This design comes from an exercise in tuning for small area, a short achievable clock period and few clock cycles per item on the open sky130 flow, not from production work.
Only simulation tests tie the RTL to the original design; equivalence was not proved.

== build 12 ==
// acc_correlator
module acc_correlator (
    input  wire        clk,
    input  wire        rst,              
    input  wire        cfg_valid,
    output wire        cfg_ready,
    input  wire [2:0]  cfg_op,
    input  wire [63:0] cfg_code,         
    input  wire [7:0]  cfg_len,
    input  wire [31:0] cfg_value,
    input  wire        cfg_detect_inv,
    input  wire        in_valid,
    output wire        in_ready,
    input  wire        in_bit,
    output wire        out_valid,
    output wire [2:0]  out_data,
    output wire        idle,
    output wire        configured,
    output wire        invert,
    output wire [5:0]  status,
    output wire        irq,
    output wire [15:0] bit_count,
    output wire [15:0] ambig_count,
    output wire [15:0] last_ambig_bit
);
Size: ~1,200 cells after synthesis, ~370 flip-flops, ~180 I/O pins, ~16,000 um^2 of cells after synthesis.
clock: 10.0 ns
lec_check: 0
cap_margin: 20
core_margin: 2
core_utilization: 60
place_density: 0.7
slew_margin: 20
standard.sh (not shown) runs the stock make flow with config.mk's settings and CLKGATE_MAP_FILE= SYNTH_SCRIPT=/design/flow/synth_recipe.tcl, a recipe that flattens the netlist after the stock synthesis.
==> flow/flow/run.sh <==
#!/bin/bash
# The standard layout (standard.sh: standard synthesis, floorplan, power
# grid, placement, CTS, routing), with three layout choices:
#  - each port still gets its own buffer, a plain buf_1 instead of the default
#    delay buffer;
#  - clock tree synthesis without dummy loads;
set -euo pipefail
MARGIN=${MARGIN:-6.6}
bash standard.sh \
  "BUFFER_PORTS_ARGS=-buffer_cell sky130_fd_sc_hd__buf_1" \
  "CTS_ARGS=-sink_clustering_enable -repair_clock_nets -dont_use_dummy_load -sink_clustering_size 20 -sink_clustering_max_diameter 70 -buf_list {sky130_fd_sc_hd__clkbuf_8 sky130_fd_sc_hd__clkbuf_16}" \
  "SETUP_SLACK_MARGIN=$MARGIN" "TNS_END_PERCENT=100" \
  finish > flow_standard.log 2>&1
Testbench counts of build 12, summed over its fixed seeds: cycles 32,024, items 32,000.
Edits applied to the flow inputs when going from build 12 to build 70:
diff --git a/flow/flow/run.sh b/flow/flow/run.sh
--- a/flow/flow/run.sh
+++ b/flow/flow/run.sh
@@ -8 +8 @@
-MARGIN=${MARGIN:-6.6}
+MARGIN=${MARGIN:-6.8}
@@ -11 +11 @@
-  "CTS_ARGS=-sink_clustering_enable -repair_clock_nets -dont_use_dummy_load -sink_clustering_size 20 -sink_clustering_max_diameter 70 -buf_list {sky130_fd_sc_hd__clkbuf_8 sky130_fd_sc_hd__clkbuf_16}" \
+  "CTS_ARGS=-sink_clustering_enable -repair_clock_nets -dont_use_dummy_load -sink_clustering_size 24 -sink_clustering_max_diameter 80 -buf_list {sky130_fd_sc_hd__clkbuf_16}" \
[summary]
Diff build 12 -> build 70 | via count | up by a few percent
In the tables for build 12 and build 70, final critical path time including I/O delays and setup reads higher with build 12.
Compared to build 12, build 70 has final weighted congestion of routability-driven global placement 6.1% lower.
As far as post-synthesis compound-gate area fraction goes, build 12 and build 70 are indistinguishable; the numbers are identical.
Build 70 vs. build 12: number of cells on the critical path now sits higher; global-route usage saw an increase; number of standard cells in the layout, taps in and fillers out has increased; worst setup slack went up 57 ps.
For build 29, these inputs were changed with respect to build 70:
diff --git a/flow/flow/run.sh b/flow/flow/run.sh
--- a/flow/flow/run.sh
+++ b/flow/flow/run.sh
@@ -8 +8 @@
-MARGIN=${MARGIN:-6.8}
+MARGIN=${MARGIN:-6.0}
@@ -11 +11 @@
-  "CTS_ARGS=-sink_clustering_enable -repair_clock_nets -dont_use_dummy_load -sink_clustering_size 24 -sink_clustering_max_diameter 80 -buf_list {sky130_fd_sc_hd__clkbuf_16}" \
+  "CTS_ARGS=-sink_clustering_enable -repair_clock_nets -dont_use_dummy_load -sink_clustering_size 20 -sink_clustering_max_diameter 70 -buf_list {sky130_fd_sc_hd__clkbuf_8 sky130_fd_sc_hd__clkbuf_16}" \
Findings:
For build 29, the termination of the worst setup path was cb_s[2], unlike build 70, where it was data_reg[0]. Compared to build 70, build 29 shows a narrower setup margin. From build 70 to build 29 the numbers moved as follows: worst hold slack shows a reduction of 19 ps; global-route usage over all layers now smaller; worst-case reg-to-reg path depth -6; final instance area decreased by 1700 um^2 relative to the old numbers; routed wire length per instance decreased 2.1 um.
The inputs of build 2 differ from those of build 29 as listed below.
diff --git a/flow/flow/run.sh b/flow/flow/run.sh
--- a/flow/flow/run.sh
+++ b/flow/flow/run.sh
@@ -8 +8 @@
-MARGIN=${MARGIN:-6.0}
+MARGIN=${MARGIN:-6.4}
### Flow results
- Build 2 completed every stage of the flow, and the final layout passed the timing, design-rule and antenna checks.
- Compared to build 29, build 2 has worst slack after detailed placement 370 ps lower.
- Going from build 29 to build 2, number of filler instances in the final layout shrank by a few percent.
- Final area: build 2 vs build 29 up 380 um^2
- Ratio of routed vias to standard cells delta (build 2 -> build 29): insignificant

[static timing again, ports no longer ideal]
In the flow no input, the clock included, has a driving cell. The finished layouts below were timed again as built, in two steps. Step 1 sets driving cells, clkbuf_16 on the clock port and buf_2 on the other inputs (assumed; they add their load-dependent delay and slew). Step 2 times the ports against the registers' clock, not the clock port: input delays grow and output delays shrink by t, the midpoint of the rising clock arrivals with the driver on. a / b / c = no drivers / after step 1 / after step 2; a / b = the first two.
run | t (ns) | slack for setup (ns) | slew at the worst register clock pin (ns)
build 12 | 0.557 | 6.386 / 6.386 / 6.193 | 0.08 / 0.08
build 70 | 0.569 | 6.444 / 6.444 / 6.226 | 0.10 / 0.10
build 29 | 0.571 | 6.171 / 6.171 / 5.869 | 0.08 / 0.08
build 2 | 0.567 | 6.440 / 6.440 / 6.054 | 0.08 / 0.08
After both steps every run listed still meets setup and hold. The setup slack of build 2, which loses most, moves by 0.000 ns with the drivers and by -0.386 ns with both steps.
